Context: an optimization exercise on an open-source flow, tuned for small area, a short achievable clock period and few clock cycles. The choices shown serve that exercise and are no tape-out recipe. The RTL was checked by simulation tests, not by an equivalence proof against the original design. No activity file was given, so power comes from the tool's default toggle rates.

==> inputs of run a <==
## egvlc
module egvlc (
  input  wire        clk,
  input  wire        rst,
  input  wire        reg_we,
  input  wire [7:0]  reg_addr,
  input  wire [31:0] reg_wdata,
  output wire [31:0] reg_rdata,
  output wire        mem_req,
  output wire [31:0] mem_addr,
  input  wire        mem_ack,
  input  wire [7:0]  mem_rdata,
  output wire        irq
);
Settings: LEC_CHECK=0, CAP_MARGIN=20, CORE_MARGIN=2, CORE_UTILIZATION=50, SETUP_SLACK_MARGIN=5, SLEW_MARGIN=20, SYNTH_HIERARCHICAL=1, SYNTH_MINIMUM_KEEP_SIZE=0, TNS_END_PERCENT=5; clock period 12.0 ns.
run.sh (not shown) runs the stock make flow with config.mk's settings and CLKGATE_MAP_FILE= SYNTH_SCRIPT=/design/flow/synth_recipe.tcl, a recipe that flattens the netlist after the stock synthesis.
==> run b (differences from run a) <==
--- a/flow/design.v
+++ b/flow/design.v
@@ -86,17 +86,17 @@
   reg [1:0]  v_prof;
   reg [1:0]  v_bd;
   reg [2:0]  v_cs;
   reg        v_fs, v_ssx, v_ssy;
   reg        a_x;                 
   wire busy = (st != S_IDLE);
   wire [35:0] lenbits = {1'b0, lenb, 3'b000};
   wire exh  = (pos >= lenbits);
-  wire over = exh && (pos != lenbits);
+  wire over = (pos > lenbits);
   assign irq = st_done & ctrl_ie;
   egvlc_rmux u_rmux (
     .a       (reg_addr[7:2]),
     .ctrl    ({ctrl_ie, ctrl_strict}),
     .status  ({st_outw, st_drop, st_sticky, over, exh,
                st_err, st_valid, st_ok, st_done, busy}),
     .len_r   (len_r),
     .base_r  (base_r),
@@ -225,18 +225,17 @@
       end else if (!in_range && (strict || first)) begin
         e_done = 1'b1; e_abs = 1'b1; sp_hold = 1'b1;
       end else begin
         lo_add = fits ? t_rd[3:0] : 4'd8;
         e_done = fits;
       end
     end
   end
-  wire [32:0] sp3_inc = sp[35:3] + 33'd1;
-  wire [35:0] sp_n   = sp_hold ? sp : {lo_add[3] ? sp3_inc : sp[35:3], lo_add[2:0]};
+  wire [35:0] sp_n   = sp_hold ? sp : {sp[35:3] + {32'd0, lo_add[3]}, lo_add[2:0]};
   wire        crs  = lo_add[3];
   wire        commit = e_done && (kind != K_CLZ) && (!e_abs || (uel && !strict));
   wire [63:0] val   = e_abs ? 64'd0 : acc_r;      
   wire [63:0] eg_c  = ph ? {56'd0, f_acc} : acc_r;
   wire [63:0] a_eff = e_abs ? 64'd1 : eg_c;       
   wire [69:0] sub_a  = dop[0] ? hh : hw;
   wire [69:0] sub_b  = !dop[1] ? 70'd1 : pabs ? 70'd2 : {5'd0, acc, 1'b0};
   wire [69:0] sub_d  = sub_a - sub_b;
@@ -334,20 +333,17 @@
       H_CYC:   begin sq_sA = H_CYC;   sq_sB = H_CYC;   end
       H_NREF:  begin sq_sA = H_GAPS;  sq_sB = H_GAPS;  end
       H_GAPS:  begin sq_sA = H_WM1;   sq_sB = H_WM1;   end
       H_WM1:   begin sq_sA = H_HM1;   sq_sB = H_HM1;   end
       H_HM1:   begin sq_sA = H_FMO;   sq_sB = H_FMO;   end
       H_FMO:   begin sq_sA = H_D8;    sq_sB = H_MBAFF; end
       H_MBAFF: begin sq_sA = H_D8;    sq_sB = H_D8;    end
       H_D8:    begin sq_sA = H_CROP;  sq_sB = H_CROP;  end
-      H_CROP:  begin
-                 sq_sA = H_CL;
-                 sq_cB = 1'b1; sq_eB = (strict && h_bad) ? E_RANGE : E_NONE;
-               end
+      H_CROP:  begin sq_sA = H_CL;    sq_sB = H_DERIVE; end
       H_CL:    begin sq_sA = H_CR;    sq_sB = H_CR;    end
       H_CR:    begin sq_sA = H_CT;    sq_sB = H_CT;    end
       H_CT:    begin sq_sA = H_CB;    sq_sB = H_CB;    end
       H_CB:    begin sq_sA = H_DERIVE; sq_sB = H_DERIVE; end
       V_MARK:  begin sq_sA = V_LOW; sq_cB = 1'b1; sq_eB = E_MARKER; end
       V_LOW:   begin sq_sA = V_HIGH;  sq_sB = V_HIGH;  end
       V_HIGH:  begin sq_sA = v_prof[0] ? V_RSV : V_SHOWEX; sq_sB = V_SHOWEX; end
       V_RSV:   begin sq_sA = V_SHOWEX; sq_sB = V_SHOWEX; end
@@ -367,19 +363,19 @@
       V_CRSV:  begin sq_sA = V_ALIGN; sq_sB = V_ALIGN; end
       V_SRGB:  begin
                  sq_cA = !v_prof[0]; sq_eA = E_COLOR; sq_sA = V_ALIGN;
                  sq_cB = sq_cA;      sq_eB = E_COLOR; sq_sB = V_ALIGN;
                end
       V_ALIGN: begin sq_sA = V_W;     sq_sB = V_W;     end
       V_W:     begin sq_sA = V_H;     sq_sB = V_H;     end
       V_H:     begin sq_sA = V_RF;    sq_sB = V_RF;    end
-      V_RF:    begin sq_sA = V_DW;    sq_cB = 1'b1; end
+      V_RF:    begin sq_sA = V_DW;    sq_sB = V_COMMIT; end
       V_DW:    begin sq_sA = V_DH;    sq_sB = V_DH;    end
-      V_DH:    begin sq_cA = 1'b1;    sq_cB = 1'b1; end
+      V_DH:    begin sq_sA = V_COMMIT; sq_sB = V_COMMIT; end
       default: ;
     endcase
   end
   reg        f_go, f_ok, f_valid;
   reg [3:0]  f_err;
   reg [2:0]  f_outw;
   reg        l_go;                  
   reg [5:0]  l_step;
@@ -542,17 +538,17 @@
             F_ILL:    f_err = E_ILLEGAL;
             F_BADW:   begin res <= 64'd0; res_md <= 2'd0; st_sticky <= 1'b1; f_err = E_BADWIDTH; end
             default:  f_err = E_INPUT;
           endcase
         end
         S_AAC: begin
           if (mem_ack) begin
             acc <= {acc[55:0], mem_rdata};
-            sp  <= {sp3_inc, 3'b000};
+            sp  <= {sp[35:3] + 33'd1, 3'b000};
             if ((sp[5:3] == 3'd1 && !(a_sfi == 4'd15 && len_gt4)) ||
                 sp[5:3] == 3'd4) begin
               if (a_w[0]) aac_ch <= a_ch;
               if (a_w[1]) aac_sr <= a_sr;
               if (a_w[2]) begin spf_w <= 1'b1; spf_fl <= a_fl; end
               f_go = 1'b1; f_ok = 1'b1; f_outw = a_w;
             end
             if (sp[5:3] == 3'd1) a_x <= 1'b1;
@@ -637,28 +633,16 @@
                 f_go = 1'b1; f_err = E_ABSENT;
               end else begin
                 if (e_abs) st_sticky <= 1'b1;
                 if (br ? sq_cA : sq_cB) begin
                   f_go = 1'b1;
                   f_err = br ? sq_eA : sq_eB;
                   f_ok = (f_err == E_NONE);
                   if (step == V_FT && vkey) out_key <= ~val[0];
-                  if (step == H_CROP && f_err == E_NONE) begin
-                    out_w <= hw[63:0];
-                    out_h <= hh[63:0];
-                  end
-                  if (step == V_RF || step == V_DH) begin
-                    out_w   <= {47'd0, hw[16:0]};
-                    out_h   <= {47'd0, hh[16:0]};
-                    out_dw  <= (step == V_RF) ? hw[16:0] : hw[33:17];
-                    out_dh  <= (step == V_RF) ? hh[16:0] : v_inc;
-                    out_vp9 <= {v_prof, v_fs, v_ssy, v_ssx, v_cs, 2'b00, v_bd};
-                    out_key <= 1'b1;
-                  end
                 end else begin
                   l_go = 1'b1;
                   l_step = br ? sq_sA : sq_sB;
                   l_el   = br ? el_A : el_B;
                 end
                 case (step)
                   H_PROF:  h_pp <= prof_p;
                   H_SMF:   h_li <= 4'd0;
Settings changed: CORE_UTILIZATION 50 to 40.
==> comparison <==
Between run a and run b, the lower setup slack is in run b (gap 0.080 ns). Sequential power is about the same in run a and run b. Run b completed without violations. Run a completed with no timing, DRC or antenna violations. Of run a and run b, run b has the higher clock power (gap about 9%, measured against run b). Combinational power: run a is larger than run b (about 6%). Die area: run b is higher than run a (22%). Against run b, the critical path depth of run a is higher by 19. In run a the register-to-register slack is worse than in run b, by 0.14 ns. Area after synthesis: run a is higher than run b (about 2.5%).
==> figures <==
|  | run b | run a |
|---|---|---|
| Final non-filler cell total | 10840 | 10670 |
| Syn Area/Cell | 7.589 um^2 | 7.591 um^2 |
| Hold path endpoint | out_w[21] | aac_sr[11] |
| Fraction of the core area covered by cells at the end of the flow | 0.4623 | 0.5747 |
| Detailed router's first-iteration violation count | 12930 | 13780 |
| Final HPWL from detailed placement | 271600 um | 257900 um |
| Launch instance of the worst min-delay path | out_w[21] | aac_sr[11] |
| Smallest hold slack | 0.4529 ns | 0.4531 ns |
| Met2 capacity usage during global routing | 0.5988 | 0.6884 |
| Area of the core region | 0.1631 mm^2 | 0.1336 mm^2 |
| Global routing usage on met3 | 0.1286 | 0.1964 |
| Area occupied by registers | 0.01836 mm^2 | 0.01836 mm^2 |
| Run status | no timing/DRC/antenna violations | no timing/DRC/antenna violations |
| Wire length of the first global-routing pass | 508900 um | 495700 um |
| Met2 Routed Length | 150400 um | 140500 um |
| Signal buffers share of area | 0.06115 | 0.06807 |
| WL met1 | 143100 um | 129500 um |
| Lkg Pwr | 27.42 nW | 28.70 nW |
Testbench counts of run a, summed over its fixed seeds: cycles 23,659.
Testbench counts of run b, summed over its fixed seeds: cycles 23,788.

[re-timing with driven ports]
Ports are ideal in the flow. The routed layouts listed here were re-timed in OpenROAD.
Step 1: set_driving_cell puts a clkbuf_16 on clk and a buf_2 on each other input, an assumption about the parent block.
Step 2 times the ports against the registers' clock, not the clock port: input delays grow and output delays shrink by t, the midpoint of the rising clock arrivals with the driver on.
Three values: ideal, step 1, step 2; two values: the first two.
run	t, ns	setup slack, ns	hold slack, ns	worst data-port slew with drivers (ns)
run a	0.798	4.400 / 4.316 / 3.650	0.453 / 0.453 / 0.453	0.14
run b	0.827	4.320 / 4.227 / 3.938	0.453 / 0.453 / 0.453	0.12
After both steps setup and hold are still met in every run listed. The setup slack of run a, which loses most, moves by -0.084 ns with the drivers and by -0.750 ns with both steps.
